From an optimization exercise on the open Yosys and OpenROAD flow, aimed at small area, a short achievable clock period and few clock cycles; shortcuts taken in it are not production practice.
At most, simulation tests tie the RTL to the original design; equivalence was not proved.
The RTL of runs 5 to 8 was laid out without a check of its function.
Power figures rest on the tool's default switching activity, not on a simulated workload.

$ cat design.v
module s88_scanner (
    input  wire        clk,
    input  wire        rst,           
    input  wire        cmd_valid,
    input  wire        cmd_enable,
    input  wire [7:0]  cmd_mc,
    output wire        cmd_ready,
    output reg         req_valid,
    output wire        req_start,
    output wire [5:0]  req_want,
    input  wire        bat_valid,
    input  wire [31:0] bat_value,
    input  wire [5:0]  bat_n,
    output reg         ev_valid,
    output reg  [7:0]  ev_addr,
    output wire [1:0]  ev_state,
    input  wire        ev_ready
);
    reg [31:0] w0, w1, w2, w3;
    reg [1:0]  ph;
    reg [2:0]  hw_w;                
    reg [4:0]  hw_b;
    reg        enabled;
    reg [3:0]  mcm;                 
    reg [1:0]  pq;                  
    reg        vld;                 
    reg        fast;
    reg        f1;                  
    reg [31:0] v;
    reg [5:0]  take;                
    reg [4:0]  sh;                  
    reg [4:0]  k;                   
    reg        kfin;                
    reg        ev_st;               
    reg        e1_v;                
    reg [7:0]  e1_addr;
    reg        e1_st;
    integer j;
    assign ev_state  = {ev_st, ~ev_st};
    assign cmd_ready = !vld;
    wire [1:0] lastw = mcm[3:2];
    wire       want_full = (pq != lastw) || (mcm[1:0] == 2'd3);
    wire [5:0] want = (pq != lastw) ? 6'd32 : {3'd1 + {1'b0, mcm[1:0]}, 3'b000};
    assign req_start = (pq == 2'd0);
    assign req_want  = want;
    wire can = !e1_v;               
    wire [31:0] m = v ^ w0;
    reg  [31:0] pre;                
    always @* begin
        pre[0] = 1'b0;
        for (j = 1; j < 32; j = j + 1)
            pre[j] = pre[j-1] | m[j-1];
    end
    wire [31:0] lo    = m & ~pre;
    wire        any   = |m;
    wire        multi = |(m & pre);
    reg  [5:0]  idx1;               
    always @* begin
        idx1 = 6'd0;
        for (j = 0; j < 32; j = j + 1)
            if (lo[j]) idx1 = idx1 | (j + 1);
    end
    wire        f_act  = vld && fast;
    wire        f_emit = f_act && any && can;
    wire        f_done = f_act && f1 && can;
    wire        s_act  = vld && !fast && (sh == 5'd0) && !kfin;
    wire        s_in   = ({1'b0, k} < take);
    wire        s_unk  = (hw_w == {1'b0, ph}) && (k >= hw_b);
    wire        s_chg  = s_in && (s_unk || (v[0] ^ w0[0]));
    wire        s_step = s_act && (!s_chg || can);
    wire        s_emit = s_act && s_chg && can;
    wire        s_nb   = s_in ? v[0] : w0[0];
    wire        s_done = vld && !fast && kfin;
    wire done = f_done || s_done;
    wire emit = f_emit || s_emit;
    wire [5:0] eoff  = fast ? idx1 : ({1'b0, k} + 6'd1);
    wire [7:0] eaddr = {{1'b0, ph} + {2'b00, eoff[5]}, eoff[4:0]};
    wire       est   = fast ? |(lo & v) : v[0];
    wire acc = req_valid && bat_valid;
    wire rot = done || (!vld && (ph != pq));
    wire [5:0] take_w = (bat_n >= want) ? want : bat_n;
    wire       part_w = !bat_n[5];                  
    wire       ce_w   = part_w || (pq == lastw);
    wire       fast_w = !part_w && want_full && (hw_w > {1'b0, pq});
    wire [31:0] dn = bat_value ^ w1;
    reg  [31:0] t_any [0:5];
    reg  [31:0] t_mul [0:5];
    integer l;
    always @* begin
        for (j = 0; j < 32; j = j + 1) begin
            t_any[0][j] = dn[j];
            t_mul[0][j] = 1'b0;
        end
        for (l = 1; l < 6; l = l + 1)
            for (j = 0; j < 32; j = j + 1)
                if (j < (32 >> l)) begin
                    t_any[l][j] = t_any[l-1][2*j] | t_any[l-1][2*j+1];
                    t_mul[l][j] = t_mul[l-1][2*j] | t_mul[l-1][2*j+1]
                                | (t_any[l-1][2*j] & t_any[l-1][2*j+1]);
                end else begin
                    t_any[l][j] = 1'b0;
                    t_mul[l][j] = 1'b0;
                end
    end
    wire dn_le1 = !t_mul[5][0];
    wire       vld_n  = acc || (vld && !done);
    wire       fast_n = acc ? fast_w : fast;
    wire       f1_n   = acc ? (vld && fast_w && dn_le1) : (f1 || (f_act && !multi));
    wire       slot0  = !ev_valid || ev_ready;
    wire       evv_n  = slot0 ? (e1_v || emit) : 1'b1;
    wire       e1v_n  = slot0 ? 1'b0 : (e1_v || emit);
    wire       cmd_t  = cmd_valid && !vld;
    wire       en_cmd = cmd_t && cmd_enable && !enabled && cmd_mc >= 8'd1 && cmd_mc <= 8'd16;
    wire       en_n   = en_cmd || (enabled && !(cmd_t && !cmd_enable));
    wire [1:0] ph_n   = en_cmd ? 2'd0 : (rot ? ph + 2'd1 : ph);
    wire [1:0] pq_n   = en_cmd ? 2'd0 : (acc ? (ce_w ? 2'd0 : pq + 2'd1) : pq);
    wire       rv_n   = en_n && (vld_n ? (fast_n && f1_n && !e1v_n && (ph_n + 2'd1 == pq_n))
                                       : (ph_n == pq_n));
    wire [31:0] hn = w0 ^ (lo & {32{f_emit}});
    always @(posedge clk) begin
        if (rot) begin
            w0 <= w1; w1 <= w2; w2 <= w3; w3 <= hn;
        end else if (s_step) begin
            w0 <= {s_nb, w0[31:1]};
        end else begin
            w0 <= hn;
        end
    end
    always @(posedge clk) begin
        fast <= fast_n;
        f1   <= f1_n;
        ph   <= ph_n;
        pq   <= pq_n;
        if (acc) begin
            v    <= bat_value;
            take <= take_w;
            sh   <= (part_w && bat_n[4:0] != 5'd0) ? (5'd0 - bat_n[4:0]) : 5'd0;
            k    <= 5'd0;
            kfin <= 1'b0;
        end else if (vld && !fast && sh != 5'd0) begin
            v  <= {v[0], v[31:1]};
            sh <= sh - 5'd1;
        end else if (s_step) begin
            v  <= {v[0], v[31:1]};
            k  <= k + 5'd1;
            if (k == 5'd31)
                kfin <= 1'b1;
        end
        if (slot0) begin
            if (e1_v) begin
                ev_addr <= e1_addr;
                ev_st   <= e1_st;
            end else if (emit) begin
                ev_addr <= eaddr;
                ev_st   <= est;
            end
        end
        if (emit && !slot0) begin
            e1_addr <= eaddr;
            e1_st   <= est;
        end
        if (s_done && hw_w == {1'b0, ph} && take > {1'b0, hw_b}) begin
            if (take[5]) begin
                hw_w <= hw_w + 3'd1;
                hw_b <= 5'd0;
            end else begin
                hw_b <= take[4:0];
            end
        end
        if (en_cmd) begin
            mcm  <= cmd_mc[3:0] - 4'd1;
            hw_w <= 3'd0;
            hw_b <= 5'd0;
        end
    end
    always @(posedge clk) begin
        if (rst) begin
            enabled   <= 1'b0;
            vld       <= 1'b0;
            ev_valid  <= 1'b0;
            e1_v      <= 1'b0;
            req_valid <= 1'b0;
        end else begin
            enabled   <= en_n;
            vld       <= vld_n;
            ev_valid  <= evv_n;
            e1_v      <= e1v_n;
            req_valid <= rv_n;
        end
    end
endmodule
$ cat constraint.sdc
create_clock -name core_clock -period 10.0 [get_ports {clk}]
set_input_delay 2.0000 -clock core_clock [delete_from_list [all_inputs] [get_ports {clk}]]
set_output_delay 2.0000 -clock core_clock [all_outputs]
set_load 0.01 [all_outputs]
$ cat config.mk
export PLATFORM = sky130hd
export DESIGN_NAME = s88_scanner
export DESIGN_NICKNAME = s88_scanner
export VERILOG_FILES = /design/flow/design.v
export SDC_FILE = /design/flow/constraint.sdc
export NUM_CORES = 4
export LEC_CHECK = 0
export CAP_MARGIN = 20
export CORE_MARGIN = 2
export CORE_UTILIZATION = 40
export SLEW_MARGIN = 20
$ cat flow/run.sh
#!/bin/bash
bash standard.sh SETUP_SLACK_MARGIN=6  finish > standard.log 2>&1
$ cat standard.sh
#!/bin/bash
# synth_recipe.tcl (not shown) runs the flow's synth.tcl, then flattens the netlist and writes it again
# the make line also repeats each setting of config.mk as NAME=value (left out here)
make -C /OpenROAD-flow-scripts/flow DESIGN_CONFIG=/design/flow/config.mk WORK_HOME=/design/flow/orfs CLKGATE_MAP_FILE= SYNTH_SCRIPT=/design/flow/synth_recipe.tcl "${@:-finish}"
==> impl_metrics.py, run 1 <==
metrics = {
    "setup_path": {
        "path_max_fanout": 3,
        "arrival_ps": 4410,
        "cpLargestDelayFamily": "compound AO/OA/AOI/OAI gates",
        "critPathKind": "primary input to register",
        "critical-path-max-stage-delay_ps": 450,
        "required_ps": 10460,
        "r2r_start": "v[0]",
        "critPathCaptureType": "register",
        "cp-startpoint": "bat_value[20]",
        "startpoint_type": "primary input",
        "crit_path_top_delay_cell": "clkdlybuf4s50_1",
        "crit_buf_inv": 1,
        "crit_chain": "clkdlybuf4s50_1 -> xor2_1 -> nor4_1 -> nand2_1 -> maj3_1 -> o32a_1 -> o31ai_1 -> a21oi_1 -> o21ai_1",
    },
    "placement": {
        "port_buffers": 68,
        "dpl_cell_area_um2": 12500,
        "dp_hpwl_um": 21600,
        "dp_cells": 1509,
        "gp_congestion": 0.887,
    },
    "synthesis": {
        "synth_top_family_by_area": "simple AND/OR/NAND/NOR gates",
        "synth-seq-area-share_pct": 52.5,
        "synth-simple-area-share_pct": 16.6,
        "synth_cell_types": 78,
        "synth-edff-count": 161,
        "synth_top_cell_area_share_pct": 42.5,
        "synth.avg_cell_area_um2": 10.4,
        "synth_top_area_cell": "edfxtp_1",
        "synthMuxAreaShare_pct": 3.70,
        "synthAdderAreaFrac_pct": 5.32,
        "synth_cells": 1090,
        "synth_seq_cells": 218,
        "synth-async-reset-ratio_pct": 0,
        "yosys_warnings": 3,
        "yosys.cell_count.top_type": "edfxtp_1",
        "synth_area_um2": 11400,
        "synth-compound-area-share_pct": 11.3,
        "synth_top_flop_cell": "edfxtp_1",
        "synth_xor_area_share_pct": 7.23,
        "synth_area_leaders": "edfxtp_1 (42%), dfxtp_1 (10%), nand2_1 (5.2%)",
        "yosys-top-cells-count": "edfxtp_1 (161), nand2_1 (158), nor2_1 (96), xor2_1 (61), dfxtp_1 (57)",
    },
    "clock_network": {
        "clk_pin_slew_ps": 70,
        "ctsHtreeMaxLevel": 1,
        "tritoncts": "done",
        "cts_buffers": 26,
        "clockRootBuffer": "clkbuf_16",
        "hold_buffers": 0,
        "postCtsSetupBuffers": 0,
        "clock_latency_ps": 530,
        "cts_sinks": 218,
        "clockBufferDepth": 3,
    },
    "min_path": {
        "hold_class": "register to register",
        "holdCritStartpoint": "w2[29]",
    },
    "power": {
        "power.density_nw_per_um2": 294,
        "irDropWorstVdd_v": 0.000150,
        "leakagePower_nw": 5.01,
    },
    "route": {
        "drc": 0,
        "viasPerCell": 5.46,
        "drt_iter0_drc": 618,
        "vias": 8498,
        "ant_nets": 0,
        "drtPass1Iterations": 5,
        "routed_wirelength_um": 29800,
        "wire_per_inst_um": 19.2,
    },
    "sta": {
        "slew_viol_final": 0,
        "hold_slack_ps": 411,
        "worst_clock_skew_ps": 18.5,
        "finalSetupViolations": 0,
        "hold_viol_final": 0,
        "fin_tns_setup_ps": 0,
        "period_minus_slack_ps": 3950,
        "period_share_pct": 39.5,
        "slew_headroom_pct": 31.0,
        "tightest_slew_ps": 1030,
        "max_freq_mhz": 253,
        "rsz0062_at_grt": "yes",
    },
    "die": {
        "die-area_um2": 29800,
        "initial_core_util_pct": 40.7,
        "dieWidth_um": 173,
        "core-area_um2": 27900,
        "core.rowCount": 61,
        "num_io_pins": 72,
        "dieHeight_um": 173,
    },
    "final_layout": {
        "multi_input_area_um2": 5120,
        "final_area_um2": 13500,
        "layout-drive-gt1-share_pct": 10.3,
        "n_antenna_cell": 0,
        "area.sequential_um2": 5980,
        "fin_util_pct": 48.2,
        "area_growth_pct": 18.4,
        "final_cell_count_no_fill": 1557,
        "fillers": 2615,
        "fin_nets": 1245,
    },
    "grt": {
        "grt_max_degree": 65,
        "grt_remaining_overflow": 0,
        "grt.total_usage_pct": 19.8,
        "grt_pass1_vias": 8267,
        "antenna_found_initial": 0,
        "grt_pass1_wl_um": 47100,
    },
    "status": {
        "outcome": "no timing/DRC/antenna violations",
    },
    "flow_run": {
        "maxCapViolations": 0,
    },
}
area by class of cell:
| type | count | share of cell area, % |
|---|---|---|
| clock buffers | 32 | 5.45 |
| clock inverters | 16 | 1.50 |
| inverters | 54 | 1.52 |
| multi-input cells | 781 | 38.0 |
| repair buffers | 78 | 5.68 |
| flip-flops and latches | 218 | 44.4 |
| well taps | 378 | 3.51 |
worst register-to-register path: stages (launching register included):
cell and delay (ps):
edfxtp_1 460, ha_1 490, and3_1 360, nand4_4 290, o41ai_1 180, or4b_2 730
nor4_1 640, o31ai_1 210
metrics by stage:
stage,power [mW],worst slack (ps)
after detailed placement,2.93,5440
after global routing,4.18,5950
after floorplan,2.51,6280
final,3.96,6050
after global placement,2.91,5460
after CTS,3.96,5940
path summary, 6_finish.rpt:
path                end  slack, ps  cells after the start
min              w1[29]        410                      0
min reg2reg      w1[29]        410                      0
max           req_valid       6050                      9
max reg2reg  ev_addr[0]       6350                      7
logic make-up after synthesis:
group                      Yosys count
AOI/OAI and AO/OA                  194
muxes                               38
xor gates and xnor gates            94
and+or+nand+nor                    400
DFF                                218
buffers and inverters               93
adders and majority gates           52
other                                1
registers in the layout (all words and copies together) (netlist names), 6 cells and up:
register / cells
w0: 32
w2: 32
take: 6
e1_addr: 8
v: 32
w1: 32
w3: 32
ev_addr: 8
placed cells by master (no fill, tap or decap), drive strengths merged, types with 23 or more instances in the layout:
master,Yosys,routed
clkdlybuf4s50,0,65
dfxtp,57,57
xor2,61,61
nor2,96,96
clkbuf,27,33
nand2,158,158
ha,34,34
a21oi,40,40
o22ai,23,23
edfxtp,161,161
mux2,30,30
nor3,38,38
xnor2,33,33
o21ai,43,43
inv,54,56
layer usage:
metal	routed length (um)	track usage, %	part of all wire [%]	up-vias
met1	14100	29.3	47	4094
met3	1760	2.57	5.9	47
met2	13300	30.6	45	251
met5	0	0	0	-
met4	657	5.33	2.2	0
li1	-	-	-	4106
where the power goes:
| group | internal (mW) | total, mW | leakage, nW | switching (mW) |
|---|---|---|---|---|
| combinational | 0.469 | 1.31 | 2.54 | 0.838 |
| clock | 0.627 | 1.01 | 0.453 | 0.386 |
| sequential | 1.43 | 1.64 | 2.02 | 0.213 |
| total | 2.52 | 3.96 | 5.01 | 1.44 |
timing repair:
action,CTS,global route
setup endpoints to repair,4,4
pin swaps,0,0
resized for setup,8,10
Testbench counts, summed over its fixed seeds: cycles 11,461.
==> run 2: changes to the inputs <==
==> flow/run.sh (replaced) <==
#!/bin/bash
bash standard.sh SETUP_SLACK_MARGIN=7  finish > standard.log 2>&1
==> run 2 against run 1 <==
Wire length grew 9.4%. Clock power shrank 12%. Worst setup slack gained 300 ps. Non-clock buffer count grew 80. Clock skew shrank 5.2 ps. Die area is the same. Critical endpoint is now req_want[5].
==> impl_metrics.py, run 2 <==
metrics = {
    "die": {
        "core-area_um2": 27900,
        "core.rowCount": 61,
        "die-area_um2": 29800,
        "initial_core_util_pct": 40.7,
        "num_io_pins": 72,
        "dieWidth_um": 173,
        "dieHeight_um": 173,
    },
    "sta": {
        "layout_setup_ws_ps": 6340,
        "slew_viol_final": 0,
        "finalSetupViolations": 0,
        "worst_clock_skew_ps": 13.3,
        "tightest_slew_ps": 707,
        "max_freq_mhz": 274,
        "hold_viol_final": 0,
        "period_share_pct": 36.6,
        "fin_tns_setup_ps": 0,
        "rsz0062_at_grt": "yes",
        "period_minus_slack_ps": 3660,
        "slew_headroom_pct": 52.8,
        "hold_slack_ps": 413,
    },
    "route": {
        "m1WireLength_um": 14700,
        "wl_met2_um": 15000,
        "ant_nets": 0,
        "drt_iter0_drc": 637,
        "routed.top_layer": "met4",
        "drtPass1Iterations": 7,
        "routed_wirelength_um": 32700,
        "wire_per_inst_um": 20.0,
        "wl_met3_um": 1870,
        "vias": 8945,
        "viasPerCell": 5.47,
        "drc": 0,
    },
    "final_layout": {
        "multi_input_area_um2": 6680,
        "area_growth_pct": 36.0,
        "layout_commonest_cell": "edfxtp_1",
        "layout-drive-gt1-share_pct": 31.9,
        "fillers": 2438,
        "final_area_um2": 15500,
        "fin_nets": 1326,
        "n_antenna_cell": 0,
        "area.sequential_um2": 5990,
        "final_cell_mix": "edfxtp_1 (161), nand2_1 (153), nor2_1 (86)",
    },
    "clock_network": {
        "clockBufferDepth": 3,
        "clk_pin_slew_ps": 60,
        "clock_latency_ps": 530,
        "ctsHtreeMaxLevel": 1,
        "tritoncts": "done",
        "clockRootBuffer": "clkbuf_16",
        "cts_buffers": 24,
        "cts_sinks": 218,
        "hold_buffers": 0,
    },
    "synthesis": {
        "synth-async-reset-ratio_pct": 0,
        "synth_seq_cells": 218,
        "synth_top_flop_cell": "edfxtp_1",
        "synth_top_area_cell": "edfxtp_1",
        "synth_cells": 1090,
        "synth_area_leaders": "edfxtp_1 (42%), dfxtp_1 (10%), nand2_1 (5.2%)",
        "synth.avg_cell_area_um2": 10.4,
        "synth_cell_types": 78,
        "synth-seq-area-share_pct": 52.5,
        "synth-edff-count": 161,
        "synth_area_um2": 11400,
        "yosys.cell_count.top_type": "edfxtp_1",
        "yosys_warnings": 3,
        "yosys-top-cells-count": "edfxtp_1 (161), nand2_1 (158), nor2_1 (96), xor2_1 (61), dfxtp_1 (57)",
        "synth_top_cell_area_share_pct": 42.5,
    },
    "setup_path": {
        "crit_chain": "xnor2_2 -> nand2_2 -> or2_4 -> buf_6",
        "arrival_ps": 1660,
        "crit_end": "req_want[5]",
        "r2r_start": "v[19]",
        "critPathKind": "register to output pin",
        "cpLargestDelayFamily": "flip-flops",
        "crit_buf_inv": 1,
        "worst_r2r_path_depth": 10,
        "cp-startpoint": "mcm[3]",
        "r2r_setup_slack_ps": 6850,
        "path_max_fanout": 3,
        "critical-path-max-stage-delay_ps": 430,
        "startpoint_type": "register",
        "rr_endpoint": "ev_addr[6]",
        "cp.depth": 4,
        "required_ps": 8000,
        "crit_path_top_delay_cell": "edfxtp_1",
        "critPathCaptureType": "output pin",
    },
    "placement": {
        "dp_hpwl_um": 21700,
        "dpl_cell_area_um2": 12700,
        "gp_congestion": 0.922,
        "pre_cts_slack_ps": 5540,
        "port_buffers": 68,
    },
    "grt": {
        "antenna_found_initial": 1,
        "grt_max_degree": 62,
        "grt_remaining_overflow": 0,
        "grt.total_usage_pct": 21.3,
        "grt_pass1_vias": 8872,
        "grt_pass1_wl_um": 50200,
    },
    "power": {
        "switching_share_pct": 38.3,
        "seqPwrFrac_pct": 40.7,
        "power.density_nw_per_um2": 275,
        "switchingPower_mw": 1.63,
        "p_clk_share_pct": 20.8,
        "internal_power_mw": 2.62,
        "leakagePower_nw": 5.79,
        "power.share.combinational_pct": 38.4,
        "irDropWorstVdd_v": 0.000189,
    },
    "flow_run": {
        "maxCapViolations": 0,
    },
    "status": {
        "outcome": "no timing/DRC/antenna violations",
    },
    "min_path": {
        "hold_class": "register to register",
    },
}
[run 2: routing by layer]
metal  global-route usage, %  vias to the layer above
met5                       0                        -
met4                    7.03                        0
met3                    3.61                       66
met2                    33.9                      270
met1                    29.6                     4343
li1                        -                     4266
[run 2: worst register-to-register path: stages, from the launching register on]
cell and delay, ps:
edfxtp_1 410, xor2_1 190, or4_4 560, or3_4 420, or2_4 250, nor3_4 140, nand3_2 150, o31ai_4 110
ha_4 150, ha_1 230, mux2_2 260
[run 2: how the worst min path moves through the flow]
stage / start / endpoint / slack (ps) / cells past startpoint
floorplan: w2[0] / w1[0] / 400 / 0
global placement: w2[15] / w1[15] / 400 / 0
detailed placement: w2[24] / w1[24] / 410 / 0
CTS: w3[7] / w2[7] / 420 / 0
global route: w2[30] / w1[30] / 420 / 0
finish: w3[11] / w2[11] / 410 / 0
[run 2: timing repair]
action                     4_1_cts  5_1_grt
gates cloned                     2        2
gates resized for setup        400      113
setup endpoints to repair      315      194
hold endpoints to repair         0        0
setup buffers                   56       26
pin swaps                       74       47
[run 2: layout make-up]
class	instances	share of cell area, %
inverter	54	1.62
timing repair buffer	158	8.40
clock inverter	16	0.921
multi-input combinational	784	43.1
sequential	218	38.7
clock buffer	28	4.18
tap	378	3.05
[run 2: power groups by stage]
stage          logic [mW]  registers (mW)  clock network (mW)
3_3_place_gp         1.29            1.66                   0
4_1_cts              1.50            1.71               0.905
6_report             1.64            1.73               0.885
3_5_place_dp         1.29            1.66                   0
5_1_grt              1.78            1.77               0.942
2_1_floorplan       0.941            1.59                   0
[run 2: logic make-up (layout without fill, tap and decap cells)]
| family | Yosys count | after routing | synth area share (%) |
|---|---|---|---|
| compound gates | 194 | 194 | 11.3 |
| xor+xnor | 94 | 94 | 7.23 |
| fa+ha+maj | 52 | 52 | 5.32 |
| buf+inv | 93 | 256 | 3.25 |
| flops | 218 | 218 | 52.5 |
| mux | 38 | 38 | 3.70 |
| other cells | 1 | 3 | 0.0329 |
| simple gates | 400 | 403 | 16.6 |
[run 2: through the flow]
step | cells | utilization, % | total power [mW]
4_1_cts | 1608 | 52.8 | 4.12
3_3_place_gp | 1506 | 45.3 | 2.94
2_1_floorplan | 1092 | - | 2.53
6_report | 1636 | 55.4 | 4.25
3_5_place_dp | 1506 | 45.3 | 2.96
5_1_grt | 1636 | 55.4 | 4.49
==> run 3: changes to the inputs <==
==> flow/run.sh (replaced) <==
#!/bin/bash
bash standard.sh SETUP_SLACK_MARGIN=6 "BUFFER_PORTS_ARGS=-buffer_cell sky130_fd_sc_hd__buf_2" finish > standard.log 2>&1
==> run 3 against run 2 <==
Final area is 17% lower. Clock skew is 1.0 ps lower. Utilization is 9.2 points lower. Die area stayed put. Critical endpoint unchanged. Largest power group unchanged.
==> impl_metrics.py, run 3 <==
metrics = {
    "sta": {
        "tightest_slew_ps": 1050,
        "max_freq_mhz": 259,
        "slew_headroom_pct": 30.1,
        "hold_viol_final": 0,
        "layout_setup_ws_ps": 6150,
        "rsz0062_at_grt": "no",
        "period_share_pct": 38.5,
        "slew_viol_final": 0,
        "worst_clock_skew_ps": 12.3,
        "hold_slack_ps": 414,
        "finalSetupViolations": 0,
        "period_minus_slack_ps": 3850,
        "fin_tns_setup_ps": 0,
    },
    "setup_path": {
        "required_ps": 8000,
        "path_max_fanout": 7,
        "startpoint_type": "register",
        "crit_buf_inv": 1,
        "r2r_setup_slack_ps": 6210,
        "worst_r2r_path_depth": 7,
        "crit_chain": "xnor2_1 -> nand2_1 -> or2_2 -> buf_2",
        "cpLargestDelayFamily": "flip-flops",
        "arrival_ps": 1850,
        "critPathKind": "register to output pin",
        "crit_path_top_delay_cell": "dfxtp_1",
        "cp.depth": 4,
        "critical-path-max-stage-delay_ps": 490,
        "critPathCaptureType": "output pin",
    },
    "synthesis": {
        "synth-edff-count": 161,
        "synth_cell_types": 78,
        "synth_area_leaders": "edfxtp_1 (42%), dfxtp_1 (10%), nand2_1 (5.2%)",
        "synth_top_area_cell": "edfxtp_1",
        "synth.avg_cell_area_um2": 10.4,
        "synth_area_um2": 11400,
        "yosys-top-cells-count": "edfxtp_1 (161), nand2_1 (158), nor2_1 (96), xor2_1 (61), dfxtp_1 (57)",
        "synth-async-reset-ratio_pct": 0,
        "yosys_warnings": 3,
        "synth_top_cell_area_share_pct": 42.5,
        "synth_seq_cells": 218,
        "synth-seq-area-share_pct": 52.5,
        "synth_cells": 1090,
        "yosys.cell_count.top_type": "edfxtp_1",
        "synth_top_flop_cell": "edfxtp_1",
    },
    "die": {
        "dieWidth_um": 173,
        "initial_core_util_pct": 40.7,
        "die-area_um2": 29800,
        "core-area_um2": 27900,
        "num_io_pins": 72,
        "core.rowCount": 61,
        "dieHeight_um": 173,
    },
    "power": {
        "leakagePower_nw": 4.90,
        "power.density_nw_per_um2": 293,
        "irDropWorstVdd_v": 0.000173,
        "total_power_mw": 3.78,
    },
    "route": {
        "drtPass1Iterations": 5,
        "ant_nets": 0,
        "wire_per_inst_um": 19.2,
        "vias": 8498,
        "viasPerCell": 5.47,
        "drt_iter0_drc": 751,
        "drc": 0,
        "routed_wirelength_um": 29800,
    },
    "grt": {
        "grt_pass1_wl_um": 46900,
        "grt.total_usage_pct": 19.7,
        "grt_remaining_overflow": 0,
        "grt_max_degree": 69,
        "antenna_found_initial": 0,
        "grt_pass1_vias": 8263,
    },
    "placement": {
        "dpl_cell_area_um2": 12100,
        "dp_cells": 1508,
        "gp_congestion": 0.923,
        "dp_hpwl_um": 21600,
        "pre_cts_slack_ps": 5830,
        "port_buffers": 68,
    },
    "final_layout": {
        "area.sequential_um2": 5980,
        "final_cell_count_no_fill": 1553,
        "fillers": 2676,
        "multi_input_area_um2": 5070,
        "layout-drive-gt1-share_pct": 14.7,
        "final_area_um2": 12900,
        "area_growth_pct": 13.4,
        "n_antenna_cell": 0,
        "layout_commonest_cell": "edfxtp_1",
        "final_cell_mix": "edfxtp_1 (161), nand2_1 (158), nor2_1 (96)",
        "fin_util_pct": 46.2,
        "fin_nets": 1243,
    },
    "clock_network": {
        "cts_buffers": 25,
        "tritoncts": "done",
        "clockBufferDepth": 3,
        "clock_latency_ps": 520,
        "ctsHtreeMaxLevel": 1,
        "clk_pin_slew_ps": 60,
        "cts_sinks": 218,
        "clockRootBuffer": "clkbuf_16",
        "hold_buffers": 0,
    },
    "min_path": {
        "hold_class": "register to register",
        "worstHoldPathCells": 0,
    },
    "status": {
        "outcome": "no timing/DRC/antenna violations",
    },
    "flow_run": {
        "maxCapViolations": 0,
    },
}
## run 3: cell types whose count changed in the layout (fill, tap and decap cells not counted), sizes merged, moves of 2 or more
cell | previous run | this run
clkinv | 9 | 12
clkbuf | 35 | 31
buf | 141 | 77
clkdlybuf4s15 | 3 | 0
clkinvlp | 4 | 1
nand3 | 23 | 21
dlygate4sd2 | 5 | 0
clkdlybuf4s50 | 2 | 0
## run 3: final timing paths
check	from	endpoint
hold / removal	w3[9]	w2[9]
setup / recovery	pq[0]	req_want[5]
hold reg to reg	w3[9]	w2[9]
setup reg to reg	v[0]	ev_addr[0]
## run 3: cells by family after synthesis
| group | Yosys count | synth area share (%) |
|---|---|---|
| xor gates and xnor gates | 94 | 7.23 |
| adders and majority gates | 52 | 5.32 |
| buffers and inverters | 93 | 3.25 |
| other | 1 | 0.0329 |
| AOI/OAI and AO/OA | 194 | 11.3 |
| and+or+nand+nor | 400 | 16.6 |
| muxes | 38 | 3.70 |
| DFF | 218 | 52.5 |
## run 3: layer usage
layer | routed length (um) | global-route usage (%) | vias to the layer above
li1 | - | - | 4113
met1 | 14200 | 28.3 | 4108
met2 | 13200 | 31.2 | 230
met3 | 1700 | 3.52 | 47
met4 | 695 | 4.56 | 0
met5 | 0 | 0 | -
## run 3: what timing repair did
| item | CTS | global route |
|---|---|---|
| setup buffers | 0 | 0 |
| endpoints found under the setup margin | 0 | 7 |
| resized for setup | 0 | 2 |
## run 3: cell type report
cell class | count | area share, %
clock buffers | 31 | 5.18
well taps | 378 | 3.67
multi-input cells | 781 | 39.3
inverters | 54 | 1.59
clock inverters | 14 | 0.795
flip-flops and latches | 218 | 46.3
repair buffers | 77 | 3.16
## run 3: power breakdown
part | internal (mW) | switching (mW)
clock | 0.499 | 0.366
combinational | 0.452 | 0.821
sequential | 1.43 | 0.216
==> run 4: changes to the inputs <==
==> flow/run.sh (replaced) <==
#!/bin/bash
bash standard.sh SETUP_SLACK_MARGIN=6.5 "BUFFER_PORTS_ARGS=-buffer_cell sky130_fd_sc_hd__buf_2" finish > standard.log 2>&1
==> run 4 against run 3 <==
Hold slack improved by 3.1 ps. Utilization increased by 1.5 points. Final area increased by 3.3%. Clock skew increased by 8.8 ps. Combinational power increased by 6%. Register-to-register slack improved by 400 ps. Largest cell class unchanged. Largest power group unchanged.
==> impl_metrics.py, run 4 <==
metrics = {
    "status": {
        "outcome": "no timing/DRC/antenna violations",
    },
    "sta": {
        "max_freq_mhz": 276,
        "period_minus_slack_ps": 3630,
        "worst_clock_skew_ps": 21.0,
        "finalSetupViolations": 0,
        "period_share_pct": 36.3,
        "fin_tns_setup_ps": 0,
        "hold_viol_final": 0,
        "rsz0062_at_grt": "yes",
        "tightest_slew_ps": 883,
        "slew_headroom_pct": 41.0,
        "slew_viol_final": 0,
        "hold_slack_ps": 417,
    },
    "synthesis": {
        "synth_top_flop_cell": "edfxtp_1",
        "synth_cells": 1090,
        "yosys-top-cells-count": "edfxtp_1 (161), nand2_1 (158), nor2_1 (96), xor2_1 (61), dfxtp_1 (57)",
        "synth_top_area_cell": "edfxtp_1",
        "synth_cell_types": 78,
        "synth-seq-area-share_pct": 52.5,
        "synth.avg_cell_area_um2": 10.4,
        "synth-async-reset-ratio_pct": 0,
        "yosys.cell_count.top_type": "edfxtp_1",
        "synth_top_cell_area_share_pct": 42.5,
        "synth-edff-count": 161,
        "yosys_warnings": 3,
        "synth_seq_cells": 218,
        "synth_area_leaders": "edfxtp_1 (42%), dfxtp_1 (10%), nand2_1 (5.2%)",
        "synth_area_um2": 11400,
    },
    "final_layout": {
        "final_cell_count_no_fill": 1567,
        "area.sequential_um2": 5980,
        "final_area_um2": 13300,
        "layout-drive-gt1-share_pct": 19.1,
        "layout_commonest_cell": "edfxtp_1",
        "multi_input_area_um2": 5320,
        "fin_nets": 1256,
        "area_growth_pct": 17.1,
        "fillers": 2645,
        "n_antenna_cell": 0,
        "final_cell_mix": "edfxtp_1 (161), nand2_1 (156), nor2_1 (94)",
    },
    "grt": {
        "grt.total_usage_pct": 19.8,
        "grt_remaining_overflow": 0,
        "grt_pass1_wl_um": 47100,
        "antenna_found_initial": 0,
        "grt_max_degree": 65,
        "grt_pass1_vias": 8364,
    },
    "route": {
        "drtPass1Iterations": 5,
        "vias": 8540,
        "viasPerCell": 5.45,
        "routed_wirelength_um": 30100,
        "ant_nets": 0,
        "drc": 0,
        "wire_per_inst_um": 19.2,
        "drt_iter0_drc": 604,
    },
    "die": {
        "core.rowCount": 61,
        "initial_core_util_pct": 40.7,
        "die-area_um2": 29800,
        "core-area_um2": 27900,
        "dieHeight_um": 173,
        "num_io_pins": 72,
        "dieWidth_um": 173,
    },
    "power": {
        "power.density_nw_per_um2": 291,
        "irDropWorstVdd_v": 0.000149,
        "leakagePower_nw": 5.06,
    },
    "clock_network": {
        "cts_buffers": 25,
        "tritoncts": "done",
        "clock_latency_ps": 530,
        "clk_pin_slew_ps": 60,
        "clockRootBuffer": "clkbuf_16",
        "cts_sinks": 218,
        "ctsHtreeMaxLevel": 1,
        "clockBufferDepth": 3,
    },
    "placement": {
        "dpl_cell_area_um2": 12100,
        "dp_hpwl_um": 21400,
        "gp_congestion": 1.00,
        "port_buffers": 68,
        "dp_cells": 1506,
    },
    "min_path": {
        "worstHoldPathCells": 0,
        "hold_class": "register to register",
    },
    "setup_path": {
        "arrival_ps": 1630,
        "required_ps": 8000,
        "critPathKind": "register to output pin",
        "startpoint_type": "register",
        "critPathCaptureType": "output pin",
        "worst_r2r_path_depth": 9,
        "path_max_fanout": 3,
    },
    "flow_run": {
        "maxCapViolations": 0,
    },
}
==> run 4: worst paths after layout <==
path,start,end,slack (ps)
hold reg to reg,w3[4],w2[4],420
hold / removal,w3[4],w2[4],420
setup reg to reg,v[5],ev_addr[4],6610
setup / recovery,mcm[3],req_want[5],6370
==> run 4: cell families (layout without fill, tap and decap cells) <==
family,count (synthesis),in the layout,share of synthesized area (%)
buffers and inverters,93,190,3.25
AO/OA/AOI/OAI,194,194,11.3
flip-flops,218,218,52.5
multiplexers,38,38,3.70
adder cells (fa/ha/maj),52,52,5.32
other,1,3,0.0329
XOR/XNOR,94,94,7.23
AND/OR/NAND/NOR,400,400,16.6
==> run 4: cell type report <==
type | instances | share of cell area, %
flip-flops and latches | 218 | 44.9
clock buffers | 28 | 5.00
clock inverters | 18 | 0.967
multi-input cells | 781 | 39.9
inverters | 54 | 1.60
well taps | 378 | 3.55
repair buffers | 90 | 4.10
==> run 4: repair_timing <==
action	CTS	global route
endpoints found under the setup margin	35	41
pin swaps	5	5
resized for setup	21	30
hold buffers	0	0
setup buffers	4	11
cloned	0	0
==> run 4: where the power goes <==
part           internal (mW)  total [mW]  switching (mW)
Sequential              1.43        1.65           0.226
Clock                  0.506       0.876           0.370
Combinational          0.488        1.34           0.853
==> run 4: layer usage <==
metal	wire length (um)	track usage, %
met2	13500	31.1
met1	14300	28.6
met5	0	0
met4	633	4.87
met3	1630	3.03
==> run 4: metrics by stage <==
stage               power [mW]  utilization [%]  setup slack, ps
floorplan                 2.52                -             6500
global placement          2.90             43.5             5680
detailed placement        2.92             43.5             5600
CTS                       3.83             46.8             6370
global route              4.10             47.7             6320
finish                    3.87             47.7             6370
==> run 4: worst max-delay path: stages (launching register included) <==
cell and delay (ps):
edfxtp_1 410, xnor2_2 180, nand2_2 110, or2_4 290
buf_6 130
==> run 5: changes to the inputs <==
--- a/design.v
+++ b/design.v
@@ -6,8 +6,8 @@
     input  wire [7:0]  cmd_mc,
     output wire        cmd_ready,
     output reg         req_valid,
-    output wire        req_start,
-    output wire [5:0]  req_want,
+    output reg         req_start,
+    output reg  [5:0]  req_want,
     input  wire        bat_valid,
     input  wire [31:0] bat_value,
     input  wire [5:0]  bat_n,
@@ -40,9 +40,7 @@
     assign cmd_ready = !vld;
     wire [1:0] lastw = mcm[3:2];
     wire       want_full = (pq != lastw) || (mcm[1:0] == 2'd3);
-    wire [5:0] want = (pq != lastw) ? 6'd32 : {3'd1 + {1'b0, mcm[1:0]}, 3'b000};
-    assign req_start = (pq == 2'd0);
-    assign req_want  = want;
+    wire [5:0] want = req_want;
     wire can = !e1_v;               
     wire [31:0] m = v ^ w0;
     reg  [31:0] pre;                
@@ -114,6 +112,7 @@
     wire       en_n   = en_cmd || (enabled && !(cmd_t && !cmd_enable));
     wire [1:0] ph_n   = en_cmd ? 2'd0 : (rot ? ph + 2'd1 : ph);
     wire [1:0] pq_n   = en_cmd ? 2'd0 : (acc ? (ce_w ? 2'd0 : pq + 2'd1) : pq);
+    wire [3:0] mcm_n  = en_cmd ? cmd_mc[3:0] - 4'd1 : mcm;
     wire       rv_n   = en_n && (vld_n ? (fast_n && f1_n && !e1v_n && (ph_n + 2'd1 == pq_n))
                                        : (ph_n == pq_n));
     wire [31:0] hn = w0 ^ (lo & {32{f_emit}});
@@ -167,8 +166,10 @@
                 hw_b <= take[4:0];
             end
         end
+        mcm       <= mcm_n;
+        req_start <= (pq_n == 2'd0);
+        req_want  <= (pq_n != mcm_n[3:2]) ? 6'd32 : {3'd1 + {1'b0, mcm_n[1:0]}, 3'b000};
         if (en_cmd) begin
-            mcm  <= cmd_mc[3:0] - 4'd1;
             hw_w <= 3'd0;
             hw_b <= 5'd0;
         end
==> flow/run.sh (replaced) <==
#!/bin/bash
bash standard.sh SETUP_SLACK_MARGIN=6.5 "BUFFER_PORTS_ARGS=-buffer_cell sky130_fd_sc_hd__buf_2" ABC_AREA=1 finish > standard.log 2>&1
==> run 5 against run 4 <==
Sequential power barely moved. Register-to-register slack improved by 20 ps. Via count rose by 12%. Sequential cell count rose by 4. Power fell by 1.4%. Clock power rose by 2%. Synthesized cell count rose by 25%. Synthesized area rose by 4.8%.
==> impl_metrics.py, run 5 <==
metrics = {
    "sta": {
        "layout_setup_ws_ps": 6630,
        "finalSetupViolations": 0,
        "worst_clock_skew_ps": 15.6,
        "hold_viol_final": 0,
        "max_freq_mhz": 297,
        "period_minus_slack_ps": 3370,
        "rsz0062_at_grt": "yes",
        "tightest_slew_ps": 933,
        "slew_headroom_pct": 37.5,
        "fin_tns_setup_ps": 0,
        "period_share_pct": 33.7,
        "slew_viol_final": 0,
    },
    "route": {
        "viasPerCell": 5.07,
        "wire_per_inst_um": 16.5,
        "drt_iter0_drc": 831,
        "vias": 9579,
        "drtPass1Iterations": 5,
        "drc": 0,
        "ant_nets": 0,
        "routed_wirelength_um": 31200,
    },
    "power": {
        "power.density_nw_per_um2": 268,
        "irDropWorstVdd_v": 0.000154,
        "leakagePower_nw": 5.99,
    },
    "synthesis": {
        "synth_cell_types": 57,
        "synth_area_um2": 11900,
        "synth-edff-count": 157,
        "synthAdderAreaFrac_pct": 3.36,
        "synth_area_leaders": "edfxtp_1 (40%), dfxtp_1 (11%), nand2_1 (9.4%)",
        "synth_cells": 1358,
        "synth-async-reset-ratio_pct": 0,
        "synth_xor_area_share_pct": 4.97,
        "synth_top_cell_area_share_pct": 39.5,
        "synth-compound-area-share_pct": 11.6,
        "synth_top_flop_cell": "edfxtp_1",
        "yosys.cell_count.top_type": "nand2_1",
        "synthMuxAreaShare_pct": 0.0944,
        "synth_seq_cells": 222,
        "yosys_warnings": 3,
        "synth.avg_cell_area_um2": 8.79,
        "synth-simple-area-share_pct": 23.0,
        "yosys-top-cells-count": "nand2_1 (300), inv_1 (163), edfxtp_1 (157), nor2_1 (146), o21ai_0 (131)",
        "synth_top_family_by_area": "simple AND/OR/NAND/NOR gates",
        "synth-seq-area-share_pct": 50.4,
        "synth_top_area_cell": "edfxtp_1",
    },
    "final_layout": {
        "layout_commonest_cell": "nand2_1",
        "area.sequential_um2": 6020,
        "fillers": 2824,
        "layout-drive-gt1-share_pct": 18.8,
        "multi_input_area_um2": 5460,
        "final_cell_mix": "nand2_1 (294), inv_1 (159), edfxtp_1 (157)",
        "area_growth_pct": 19.4,
        "fin_nets": 1564,
        "n_antenna_cell": 0,
    },
    "setup_path": {
        "worst_r2r_path_depth": 23,
        "critical-path-max-stage-delay_ps": 430,
        "required_ps": 10400,
        "path_max_fanout": 5,
        "path_common_cell": "nor2_4",
        "crit_path_top_delay_cell": "edfxtp_1",
        "crit_chain": "ha_4 -> nand3_4 -> nor2_8 -> buf_6 -> nand2_4 -> nor2_4 -> nand2_2 -> nor2_4 -> nand4_4 -> nor2_4 -> nand2_2 -> nor2_4 -> nand4_4 -> nor2_4 -> nand2_2 -> nor2_4 -> nand2_4 -> nor4_4 -> nand2_1 -> nand2_1 -> nand2_2 -> nor2_4 -> o21ai_2",
        "critPathCaptureType": "register",
        "startpoint_type": "register",
        "critPathKind": "register to register",
        "arrival_ps": 3780,
    },
    "placement": {
        "gp_congestion": 0.902,
        "pre_cts_slack_ps": 5740,
        "dp_hpwl_um": 21000,
        "port_buffers": 68,
    },
    "die": {
        "die-area_um2": 31200,
        "num_io_pins": 72,
        "core.rowCount": 63,
        "dieWidth_um": 177,
        "initial_core_util_pct": 40.5,
        "dieHeight_um": 177,
        "core-area_um2": 29500,
    },
    "clock_network": {
        "clockRootBuffer": "clkbuf_16",
        "tritoncts": "done",
        "ctsHtreeMaxLevel": 1,
        "clockBufferDepth": 3,
        "cts_buffers": 25,
        "cts_sinks": 222,
        "clk_pin_slew_ps": 60,
        "clock_latency_ps": 530,
    },
    "grt": {
        "grt_max_degree": 72,
        "grt_pass1_vias": 9145,
        "grt_pass1_wl_um": 48400,
        "grt.total_usage_pct": 19.6,
        "antenna_found_initial": 0,
        "grt_remaining_overflow": 0,
    },
    "min_path": {
        "hold_class": "register to register",
        "worstHoldPathCells": 0,
    },
    "flow_run": {
        "maxCapViolations": 0,
    },
    "status": {
        "outcome": "no timing/DRC/antenna violations",
    },
}
[run 5: cell count changes after synthesis, moves of 23 or more]
cell,previous run,this run
o21ai_0,42,131
nor3_1,36,13
xor2_1,61,21
nand3_1,21,45
nor2_1,96,146
mux2_2,29,1
inv_1,54,163
nand2_1,158,300
[run 5: critical path: cells and delay by family, from the launching register on]
kind / cells / cell delay (ps)
and+or+nand+nor: 20 / 2320
DFF: 1 / 430
AOI/OAI and AO/OA: 1 / 60
buffers and inverters: 1 / 130
adders and majority gates: 1 / 320
[run 5: kinds of logic after synthesis]
logic type / after synthesis
AO/OA/AOI/OAI: 242
XOR/XNOR: 66
adder cells (fa/ha/maj): 32
buffers and inverters: 203
flip-flops: 222
multiplexers: 1
other: 1
AND/OR/NAND/NOR: 591
[run 5: metrics by stage]
stage          power [mW]  cell area [um^2]  instances  hold WS [ps]  util, %
2_1_floorplan        2.46             12000       1360           400        -
5_1_grt              4.07             14200       1888           422     48.3
3_3_place_gp         2.81             12700       1791           400     43.1
6_report             3.82             14200       1888           416     48.3
4_1_cts              3.77             13700       1856           414     46.5
3_5_place_dp         2.82             12700       1791           405     43.1
[run 5: repair_timing]
action                                  4_1_cts  5_1_grt
endpoints found under the setup margin       89       56
cloned                                        2        2
endpoints found under the hold margin         0        0
buffers inserted                             18       30
hold buffers                                  0        0
pin swaps                                     8       23
resized for setup                            11       55
[run 5: report_power, final]
| part | internal [mW] | switching (mW) |
|---|---|---|
| Sequential | 1.43 | 0.196 |
| Clock | 0.525 | 0.370 |
| Combinational | 0.416 | 0.881 |
[run 5: layout make-up]
| class | count | share of cell area, % |
|---|---|---|
| clock buffer | 32 | 4.72 |
| inverter | 171 | 4.56 |
| timing repair buffer | 123 | 5.82 |
| multi-input combinational | 935 | 38.3 |
| tap | 390 | 3.43 |
| clock inverter | 13 | 0.843 |
| timing repair inverter | 2 | 0.0878 |
| sequential | 222 | 42.2 |
[run 5: final timing paths]
path / end / startpoint / slack (ps)
worst min register to register: w1[12] / w2[12] / 420
worst max register to register: w0[30] / v[0] / 6630
worst max-delay path: w0[30] / v[0] / 6630
worst min-delay path: w1[12] / w2[12] / 420
[run 5: metal layers]
metal	global-route usage, %	part of all wire (%)
met5	0	0
met4	6.96	3.3
met3	2.79	5.1
met2	31.6	45
met1	26.9	46
==> run 6: changes to the inputs <==
==> flow/run.sh (replaced) <==
#!/bin/bash
bash standard.sh SETUP_SLACK_MARGIN=6.5 "BUFFER_PORTS_ARGS=-buffer_cell sky130_fd_sc_hd__buf_2" CTS_BUF_LIST=sky130_fd_sc_hd__clkbuf_8 CTS_CLUSTER_SIZE=30 finish > standard.log 2>&1
==> run 6 against run 5 <==
Final area decreased by 3.5%. Utilization decreased by 1.6 points. Non-clock buffer count decreased by 37. Wire length increased by 4.3%. Die area decreased by 0.47%. Synthesized cell count decreased by 15%. Register-to-register slack improved by 20 ps. Largest cell class unchanged. Global-route usage increased by 1.6 points. Sequential cell count unchanged. Sequential power increased by 4%. Via count decreased by 4.9%. Largest power group unchanged.
==> impl_metrics.py, run 6 <==
metrics = {
    "status": {
        "outcome": "no timing/DRC/antenna violations",
    },
    "route": {
        "viasPerCell": 5.48,
        "routed_wirelength_um": 32600,
        "vias": 9113,
        "drt_iter0_drc": 785,
        "ant_nets": 0,
        "wire_per_inst_um": 19.6,
        "drtPass1Iterations": 5,
        "drc": 0,
    },
    "placement": {
        "port_buffers": 68,
        "gp_congestion": 0.936,
        "dpl_cell_area_um2": 12600,
        "dp_hpwl_um": 22900,
    },
    "power": {
        "seqPwrFrac_pct": 43.0,
        "leakagePower_nw": 5.32,
        "power.share.combinational_pct": 35.9,
        "switching_share_pct": 38.2,
        "p_clk_share_pct": 21.1,
        "switchingPower_mw": 1.51,
        "total_power_mw": 3.95,
        "internal_power_mw": 2.44,
        "power.density_nw_per_um2": 287,
        "irDropWorstVdd_v": 0.000119,
    },
    "grt": {
        "grt_max_degree": 73,
        "grtUsageMet3_pct": 3.64,
        "grt-busiest-layer": "met2",
        "grt_pass1_vias": 8867,
        "grt_remaining_overflow": 0,
        "antenna_found_initial": 0,
        "use_met2_pct": 32.3,
        "grt_pass1_wl_um": 50700,
        "use_met1_pct": 29.9,
        "grt.total_usage_pct": 21.1,
    },
    "die": {
        "initial_core_util_pct": 40.4,
        "num_io_pins": 72,
        "dieHeight_um": 176,
        "die-area_um2": 31100,
        "dieWidth_um": 176,
        "core-area_um2": 29400,
        "core.rowCount": 63,
    },
    "sta": {
        "period_minus_slack_ps": 3670,
        "slew_headroom_pct": 39.5,
        "hold_slack_ps": 416,
        "hold_viol_final": 0,
        "tightest_slew_ps": 905,
        "worst_clock_skew_ps": 24.4,
        "fin_tns_setup_ps": 0,
        "rsz0062_at_grt": "yes",
        "period_share_pct": 36.7,
        "max_freq_mhz": 272,
        "finalSetupViolations": 0,
        "slew_viol_final": 0,
    },
    "synthesis": {
        "synth_cell_types": 84,
        "synth_top_flop_cell": "edfxtp_1",
        "synth_area_leaders": "edfxtp_1 (40%), dfxtp_1 (11%), xnor2_1 (5.3%)",
        "synth_top_area_cell": "edfxtp_1",
        "synth_area_um2": 11900,
        "synth-async-reset-ratio_pct": 0,
        "yosys-top-cells-count": "nand2_1 (163), edfxtp_1 (157), o21ai_0 (96), nor2_1 (78), xnor2_1 (72)",
        "yosys.cell_count.top_type": "nand2_1",
        "synth-edff-count": 157,
        "synth.avg_cell_area_um2": 10.3,
        "synth_top_cell_area_share_pct": 39.7,
        "synth-seq-area-share_pct": 50.7,
        "yosys_warnings": 3,
        "synth_seq_cells": 222,
        "synth_cells": 1154,
    },
    "clock_network": {
        "tritoncts": "done",
        "clockRootBuffer": "clkbuf_8",
        "clk_pin_slew_ps": 60,
        "ctsHtreeMaxLevel": 2,
        "cts_sinks": 222,
        "cts_buffers": 39,
        "clockBufferDepth": 3,
        "clock_latency_ps": 550,
    },
    "setup_path": {
        "critPathCaptureType": "register",
        "required_ps": 10480,
        "r2r_start": "fast",
        "path_max_fanout": 5,
        "startpoint_type": "primary input",
        "critPathKind": "primary input to register",
        "cp-startpoint": "cmd_mc[6]",
        "arrival_ps": 4150,
    },
    "final_layout": {
        "fin_util_pct": 46.7,
        "n_antenna_cell": 0,
        "layout_commonest_cell": "nand2_1",
        "area_growth_pct": 15.7,
        "fin_nets": 1326,
        "final_area_um2": 13700,
        "final_cell_mix": "nand2_1 (162), edfxtp_1 (157), o21ai_0 (94)",
        "layout-drive-gt1-share_pct": 18.4,
    },
    "flow_run": {
        "maxCapViolations": 0,
    },
    "min_path": {
        "hold_class": "register to register",
        "holdCritStartpoint": "w2[25]",
    },
}
[run 6: metal layers]
metal | up-vias | routed length (um)
li1 | 4375 | -
met1 | 4339 | 15300
met2 | 316 | 14200
met3 | 83 | 1910
met4 | 0 | 1220
met5 | - | 0
[run 6: final cells by class]
type / count / area [um^2]
Fill cell: 2748 / 15700
Sequential cell: 222 / 6020
Multi-Input combinational cell: 839 / 5660
Clock buffer: 47 / 647
Timing Repair Buffer: 86 / 582
Tap cell: 390 / 488
Inverter: 54 / 213
Clock inverter: 24 / 135
[run 6: per-stage QoR]
stage | worst slack [ps] | instances
6_report | 6330 | 1662
5_1_grt | 6280 | 1662
4_1_cts | 6340 | 1653
3_5_place_dp | 5110 | 1577
3_3_place_gp | 5140 | 1577
2_1_floorplan | 6020 | 1156
[run 6: logic make-up after synthesis]
family                   Yosys count  share of synthesized area, %
flip-flops                       222                          50.7
XOR/XNOR                         105                          7.93
buffers and inverters             96                          3.31
adder cells (fa/ha/maj)           47                          4.64
AO/OA/AOI/OAI                    245                          12.9
AND/OR/NAND/NOR                  391                          16.0
multiplexers                      47                          4.52
other                              1                        0.0316
[run 6: worst max-delay path, cell delays in order]
cell     delay (ps)
buf_2           100
or4b_4          540
nor3_4          210
and3_4          210
a21oi_1         110
or3_1           350
mux2_2          280
nor4_2          150
a31o_2          190
[run 6: repair_timing]
action	4_1_cts	5_1_grt
endpoints found under the setup margin	40	129
resized for setup	18	27
buffers inserted	2	9
hold buffers	0	0
gates cloned	3	0
pin swaps	3	7
[run 6: path summary, 6_finish.rpt]
path,endpoint,slack (ps),cells after the start
setup / recovery,req_valid,6330,9
setup reg to reg,req_valid,6650,10
hold / removal,w1[25],420,0
hold reg to reg,w1[25],420,0
[run 6: power groups by stage]
stage	clock (mW)	sequential, mW	combinational (mW)
floorplan	0	1.63	0.990
detailed placement	0	1.70	1.36
global placement	0	1.69	1.35
global route	0.897	1.74	1.56
CTS	0.855	1.69	1.38
finish	0.833	1.70	1.42
==> run 7: changes to the inputs <==
==> flow/run.sh (replaced) <==
#!/bin/bash
bash standard.sh SETUP_SLACK_MARGIN=6.5 "BUFFER_PORTS_ARGS=-buffer_cell sky130_fd_sc_hd__buf_2"  finish > standard.log 2>&1
==> run 7 against run 6 <==
Worst setup slack improved by 81 ps. Utilization increased by 0.49 points. Largest power group unchanged. Count of clock-buffer cells in the layout decreased by 16. Via count decreased by 0.86%.
==> impl_metrics.py, run 7 <==
metrics = {
    "synthesis": {
        "synthAdderAreaFrac_pct": 4.64,
        "synth_area_leaders": "edfxtp_1 (40%), dfxtp_1 (11%), xnor2_1 (5.3%)",
        "synth.avg_cell_area_um2": 10.3,
        "synth_top_flop_cell": "edfxtp_1",
        "synth_cell_types": 84,
        "synth_xor_area_share_pct": 7.93,
        "yosys.cell_count.top_type": "nand2_1",
        "synth_seq_cells": 222,
        "synth-async-reset-ratio_pct": 0,
        "synth_top_family_by_area": "simple AND/OR/NAND/NOR gates",
        "synth-seq-area-share_pct": 50.7,
        "synth-simple-area-share_pct": 16.0,
        "synth_cells": 1154,
        "synth-compound-area-share_pct": 12.9,
        "synth_top_area_cell": "edfxtp_1",
        "synthMuxAreaShare_pct": 4.52,
        "yosys-top-cells-count": "nand2_1 (163), edfxtp_1 (157), o21ai_0 (96), nor2_1 (78), xnor2_1 (72)",
        "yosys_warnings": 3,
        "synth_area_um2": 11900,
        "synth_top_cell_area_share_pct": 39.7,
        "synth-edff-count": 157,
    },
    "die": {
        "dieHeight_um": 176,
        "dieWidth_um": 176,
        "die-area_um2": 31100,
        "core-area_um2": 29400,
        "initial_core_util_pct": 40.4,
        "core.rowCount": 63,
        "num_io_pins": 72,
    },
    "sta": {
        "hold_slack_ps": 418,
        "worst_clock_skew_ps": 13.1,
        "period_share_pct": 35.9,
        "tightest_slew_ps": 888,
        "period_minus_slack_ps": 3590,
        "max_freq_mhz": 278,
        "slew_headroom_pct": 40.6,
        "hold_viol_final": 0,
        "rsz0062_at_grt": "yes",
        "slew_viol_final": 0,
        "fin_tns_setup_ps": 0,
        "finalSetupViolations": 0,
    },
    "setup_path": {
        "path_max_fanout": 3,
        "critical-path-max-stage-delay_ps": 520,
        "cpLargestDelayFamily": "compound AO/OA/AOI/OAI gates",
        "startpoint_type": "primary input",
        "r2r_setup_slack_ps": 6680,
        "required_ps": 10460,
        "arrival_ps": 4060,
        "crit_chain": "buf_2 -> xnor2_1 -> o22ai_1 -> or4_1 -> a221oi_1 -> nand4_1 -> a2bb2oi_1 -> o21ai_2 -> a31o_2",
        "crit_path_top_delay_cell": "or4_1",
        "critPathKind": "primary input to register",
        "critPathCaptureType": "register",
        "crit_buf_inv": 1,
    },
    "final_layout": {
        "layout-drive-gt1-share_pct": 18.4,
        "area_growth_pct": 16.9,
        "layout_commonest_cell": "nand2_1",
        "n_antenna_cell": 0,
        "fin_util_pct": 47.2,
        "fin_nets": 1318,
        "final_cell_count_no_fill": 1640,
        "final_cell_mix": "nand2_1 (162), edfxtp_1 (157), o21ai_0 (95)",
    },
    "power": {
        "irDropWorstVdd_v": 0.000159,
        "leakagePower_nw": 5.34,
        "power.density_nw_per_um2": 288,
        "total_power_mw": 4.00,
    },
    "placement": {
        "port_buffers": 68,
        "dp_cells": 1577,
        "gp_congestion": 0.936,
        "dp_hpwl_um": 22900,
    },
    "flow_run": {
        "maxCapViolations": 0,
    },
    "grt": {
        "grt_pass1_vias": 8761,
        "grt_pass1_wl_um": 50200,
        "grt_max_degree": 73,
        "antenna_found_initial": 0,
        "grt.total_usage_pct": 20.9,
        "grt_remaining_overflow": 0,
    },
    "clock_network": {
        "cts_buffers": 24,
        "clock_latency_ps": 530,
        "tritoncts": "done",
        "ctsHtreeMaxLevel": 1,
        "clockBufferDepth": 3,
        "cts_sinks": 222,
        "clockRootBuffer": "clkbuf_16",
        "clk_pin_slew_ps": 60,
    },
    "route": {
        "drc": 0,
        "drt_iter0_drc": 852,
        "viasPerCell": 5.51,
        "vias": 9035,
        "wire_per_inst_um": 19.9,
        "routed_wirelength_um": 32600,
        "drtPass1Iterations": 5,
        "ant_nets": 0,
    },
    "min_path": {
        "hold_class": "register to register",
    },
    "status": {
        "outcome": "no timing/DRC/antenna violations",
    },
}
==> run 7: cell types whose count changed in the layout (fill, tap and decap cells not counted), moves of 3 or more <==
cell / change
buf_4: +3
buf_6: +6
clkbuf_16: +25
clkinv_2: +4
inv_1: -13
xnor2_1: -6
clkbuf_8: -46
clkinvlp_4: -4
clkbuf_1: +5
xnor2_2: +5
==> run 7: layout make-up <==
type                       instances  area, um^2
fill                            2708       15500
multi-input combinational        839        5770
sequential                       222        6020
clock inverter                    11        81.3
timing repair buffer              93         652
tap                              390         488
inverter                          54         218
clock buffer                      31         658
==> run 7: metal layers <==
layer	track usage (%)	share of wire, %
met3	3.51	5.5
met1	29.5	47
met2	32.3	44
met4	7.51	3.7
met5	0	0
==> run 7: through the flow <==
stage	setup WS [ps]	cell area (um^2)
after floorplan	6020	11900
after global placement	5140	12600
after detailed placement	5110	12600
after CTS	6360	13600
after global routing	6360	13900
final	6410	13900
==> run 7: final timing paths <==
| path | startpoint | to | cells past startpoint |
|---|---|---|---|
| hold reg to reg | w3[7] | w2[7] | 0 |
| setup reg to reg | v[0] | ev_st | 8 |
| hold / removal | w3[7] | w2[7] | 0 |
| setup / recovery | bat_value[5] | req_valid | 9 |
==> run 7: what timing repair did <==
| item | CTS | global route |
|---|---|---|
| resized for setup | 36 | 30 |
| endpoints found under the hold margin | 0 | 0 |
| cloned | 3 | 0 |
| hold buffers | 0 | 0 |
| pin swaps | 8 | 12 |
| setup buffers | 11 | 7 |
| setup endpoints to repair | 40 | 103 |
==> run 7: power breakdown <==
group          switching, mW  total (mW)  internal (mW)  leakage [nW]
registers              0.257        1.70           1.45          2.08
clock network          0.361       0.849          0.488         0.370
logic                  0.889        1.44          0.553          2.88
total                   1.51        4.00           2.49          5.34
==> run 7: logic make-up (layout without fill, tap and decap cells) <==
logic type                 Yosys count  in the layout
DFF                                222            222
muxes                               47             47
other                                1              3
and+or+nand+nor                    391            392
xor gates and xnor gates           105            105
AOI/OAI and AO/OA                  245            245
adders and majority gates           47             47
buffers and inverters               96            189
==> run 8: changes to the inputs <==
==> flow/run.sh (replaced) <==
#!/bin/bash
bash standard.sh SETUP_SLACK_MARGIN=6.5 "BUFFER_PORTS_ARGS=-buffer_cell sky130_fd_sc_hd__buf_2" CTS_BUF_LIST=sky130_fd_sc_hd__clkbuf_8 CTS_CLUSTER_SIZE=30 CORE_UTILIZATION=60 finish > standard.log 2>&1
==> run 8 against run 7 <==
Die area shrank 33%. Register-to-register slack lost 70 ps. Highest routed layer unchanged. Non-clock buffer count shrank 8. First-iteration DRC count shrank 0.94%. Synthesized cell count is the same. Hold slack lost 7.2 ps.
==> impl_metrics.py, run 8 <==
metrics = {
    "status": {
        "outcome": "no timing/DRC/antenna violations",
    },
    "grt": {
        "grt-busiest-layer": "met2",
        "grt.total_usage_pct": 29.3,
        "grtUsageMet3_pct": 5.89,
        "use_met1_pct": 41.8,
        "grt_pass1_wl_um": 46500,
        "grt_remaining_overflow": 0,
        "antenna_found_initial": 0,
        "use_met2_pct": 44.2,
        "grt_max_degree": 68,
        "grt_pass1_vias": 8475,
    },
    "final_layout": {
        "area_growth_pct": 14.2,
        "fin_nets": 1325,
        "layout-drive-gt1-share_pct": 17.9,
        "n_antenna_cell": 0,
        "final_cell_count_no_fill": 1536,
        "fin_util_pct": 69.7,
        "layout_commonest_cell": "nand2_1",
        "multi_input_area_um2": 5640,
        "fillers": 1504,
        "area.sequential_um2": 6020,
        "final_cell_mix": "nand2_1 (162), edfxtp_1 (157), o21ai_0 (95)",
    },
    "synthesis": {
        "synth_area_um2": 11900,
        "yosys_warnings": 3,
        "synth_top_cell_area_share_pct": 39.7,
        "synth_seq_cells": 222,
        "synth-async-reset-ratio_pct": 0,
        "yosys.cell_count.top_type": "nand2_1",
        "synth_cells": 1154,
        "synth.avg_cell_area_um2": 10.3,
        "synth_top_flop_cell": "edfxtp_1",
        "synth-seq-area-share_pct": 50.7,
        "yosys-top-cells-count": "nand2_1 (163), edfxtp_1 (157), o21ai_0 (96), nor2_1 (78), xnor2_1 (72)",
        "synth_cell_types": 84,
        "synth_area_leaders": "edfxtp_1 (40%), dfxtp_1 (11%), xnor2_1 (5.3%)",
        "synth-edff-count": 157,
        "synth_top_area_cell": "edfxtp_1",
    },
    "clock_network": {
        "cts_sinks": 222,
        "cts_buffers": 39,
        "tritoncts": "done",
        "clk_pin_slew_ps": 70,
        "hold_buffers": 0,
        "ctsHtreeMaxLevel": 2,
        "clock_latency_ps": 540,
        "clockRootBuffer": "clkbuf_8",
        "clockBufferDepth": 3,
    },
    "sta": {
        "hold_viol_final": 0,
        "slew_headroom_pct": 44.9,
        "tightest_slew_ps": 818,
        "finalSetupViolations": 0,
        "rsz0062_at_grt": "yes",
        "period_minus_slack_ps": 3690,
        "worst_clock_skew_ps": 18.8,
        "period_share_pct": 36.9,
        "slew_viol_final": 0,
        "max_freq_mhz": 271,
        "fin_tns_setup_ps": 0,
    },
    "route": {
        "drtPass1Iterations": 5,
        "wire_per_inst_um": 19.9,
        "ant_nets": 0,
        "viasPerCell": 5.99,
        "routed_wirelength_um": 30600,
        "vias": 9207,
        "drt_iter0_drc": 844,
        "drc": 0,
    },
    "min_path": {
        "hold_class": "register to register",
    },
    "placement": {
        "dp_cells": 1455,
        "dp_hpwl_um": 21600,
        "port_buffers": 68,
        "gp_congestion": 1.01,
    },
    "die": {
        "initial_core_util_pct": 61.0,
        "core.rowCount": 51,
        "core-area_um2": 19500,
        "num_io_pins": 72,
        "dieHeight_um": 145,
        "die-area_um2": 20900,
        "dieWidth_um": 145,
    },
    "flow_run": {
        "maxCapViolations": 0,
    },
    "setup_path": {
        "required_ps": 10480,
        "startpoint_type": "primary input",
        "critPathKind": "primary input to register",
        "critPathCaptureType": "register",
        "arrival_ps": 4160,
        "path_max_fanout": 3,
    },
    "power": {
        "irDropWorstVdd_v": 0.000370,
        "power.density_nw_per_um2": 293,
        "leakagePower_nw": 5.31,
    },
}
run 8: layout make-up:
class                   count  area share [%]
flip-flops and latches    222            44.4
multi-input cells         839            41.6
clock buffers              47            4.77
repair buffers             85            3.91
well taps                 265            2.44
inverters                  54            1.57
clock inverters            24            1.38
run 8: path summary, 6_finish.rpt:
path / slack (ps) / depth (start not counted) / to / startpoint
hold reg to reg: 410 / 0 / w1[12] / w2[12]
setup / recovery: 6310 / 9 / req_valid / bat_value[13]
setup reg to reg: 6610 / 8 / ev_st / v[13]
hold / removal: 410 / 0 / w1[12] / w2[12]
run 8: report_power, final:
group | internal [mW] | leakage [nW] | switching (mW) | total [mW]
clock | 0.506 | 0.470 | 0.373 | 0.879
sequential | 1.45 | 2.08 | 0.260 | 1.71
combinational | 0.536 | 2.76 | 0.857 | 1.39
total | 2.49 | 5.31 | 1.49 | 3.98
run 8: metrics by stage:
stage	power, mW	setup slack (ps)	hold slack (ps)	area (um^2)
after CTS	3.95	6270	412	13400
final	3.98	6310	411	13600
after global placement	3.01	4960	400	12400
after global routing	4.21	6230	417	13600
after detailed placement	3.04	4880	405	12400
after floorplan	2.62	6020	400	11900
run 8: per-layer routing:
metal	routed length (um)	vias to the layer above
met2	13300	383
met3	2270	74
met5	0	-
li1	-	4365
met1	14000	4385
met4	997	0
run 8: critical path: stages:
cell       delay (ps)
buf_2             110
xnor2_1           350
a22oi_1           210
or4_1             500
nor4_1            360
nand4_1           170
a2bb2oi_1         190
o21ai_2           110
a31o_2            160
run 8: logic make-up (layout without fill, tap and decap cells):
kind of cell / after synthesis / after routing / share of synthesized area [%]
mux: 47 / 47 / 4.52
simple gates: 391 / 392 / 16.0
compound gates: 245 / 245 / 12.9
xor+xnor: 105 / 105 / 7.93
flops: 222 / 222 / 50.7
other cells: 1 / 3 / 0.0316
buf+inv: 96 / 210 / 3.31
fa+ha+maj: 47 / 47 / 4.64
run 8: repair_timing:
action,in CTS,in global routing
setup endpoints to repair,42,35
pin swaps,2,6
resized for setup,19,14
gates cloned,2,0
buffers inserted,3,5

[afterwards: timing with drivers on the ports]
The flow's constraints put no driver on any port. The routed layouts listed below were extracted and timed again, unchanged, in two steps.
Step 1 sets driving cells, clkbuf_16 on the clock port and buf_2 on the other inputs (assumed; they add their load-dependent delay and slew).
Step 2 also shifts input and output timing later by t, the mid clock arrival at the registers, as if the neighbouring blocks saw the same clock.
Slacks: no drivers / after step 1 / after step 2; pairs: no drivers / after step 1.
run	t (ns)	setup WS [ns]	latest minus earliest clock arrival (ns)	slew at the worst register clock pin (ns)	pins driven straight from the clock port
run 1	0.573	6.049 / 6.075 / 5.502	0.018 / 0.019	0.07 / 0.07	1
run 2	0.573	6.345 / 6.294 / 6.152	0.014 / 0.013	0.07 / 0.07	1
run 3	0.565	6.146 / 6.096 / 5.743	0.013 / 0.012	0.06 / 0.06	1
run 4	0.569	6.374 / 6.325 / 5.959	0.021 / 0.021	0.06 / 0.06	1
run 5	0.568	6.627 / 6.627 / 6.100	0.016 / 0.016	0.07 / 0.07	1
run 6	0.582	6.326 / 6.351 / 5.769	0.024 / 0.024	0.07 / 0.07	1
run 7	0.569	6.407 / 6.428 / 5.859	0.013 / 0.013	0.07 / 0.07	1
run 8	0.569	6.314 / 6.334 / 5.765	0.019 / 0.018	0.07 / 0.07	1
After both steps setup and hold are still met in every run listed. The setup slack of run 6, which loses most, moves by +0.025 ns with the drivers and by -0.557 ns with both steps.
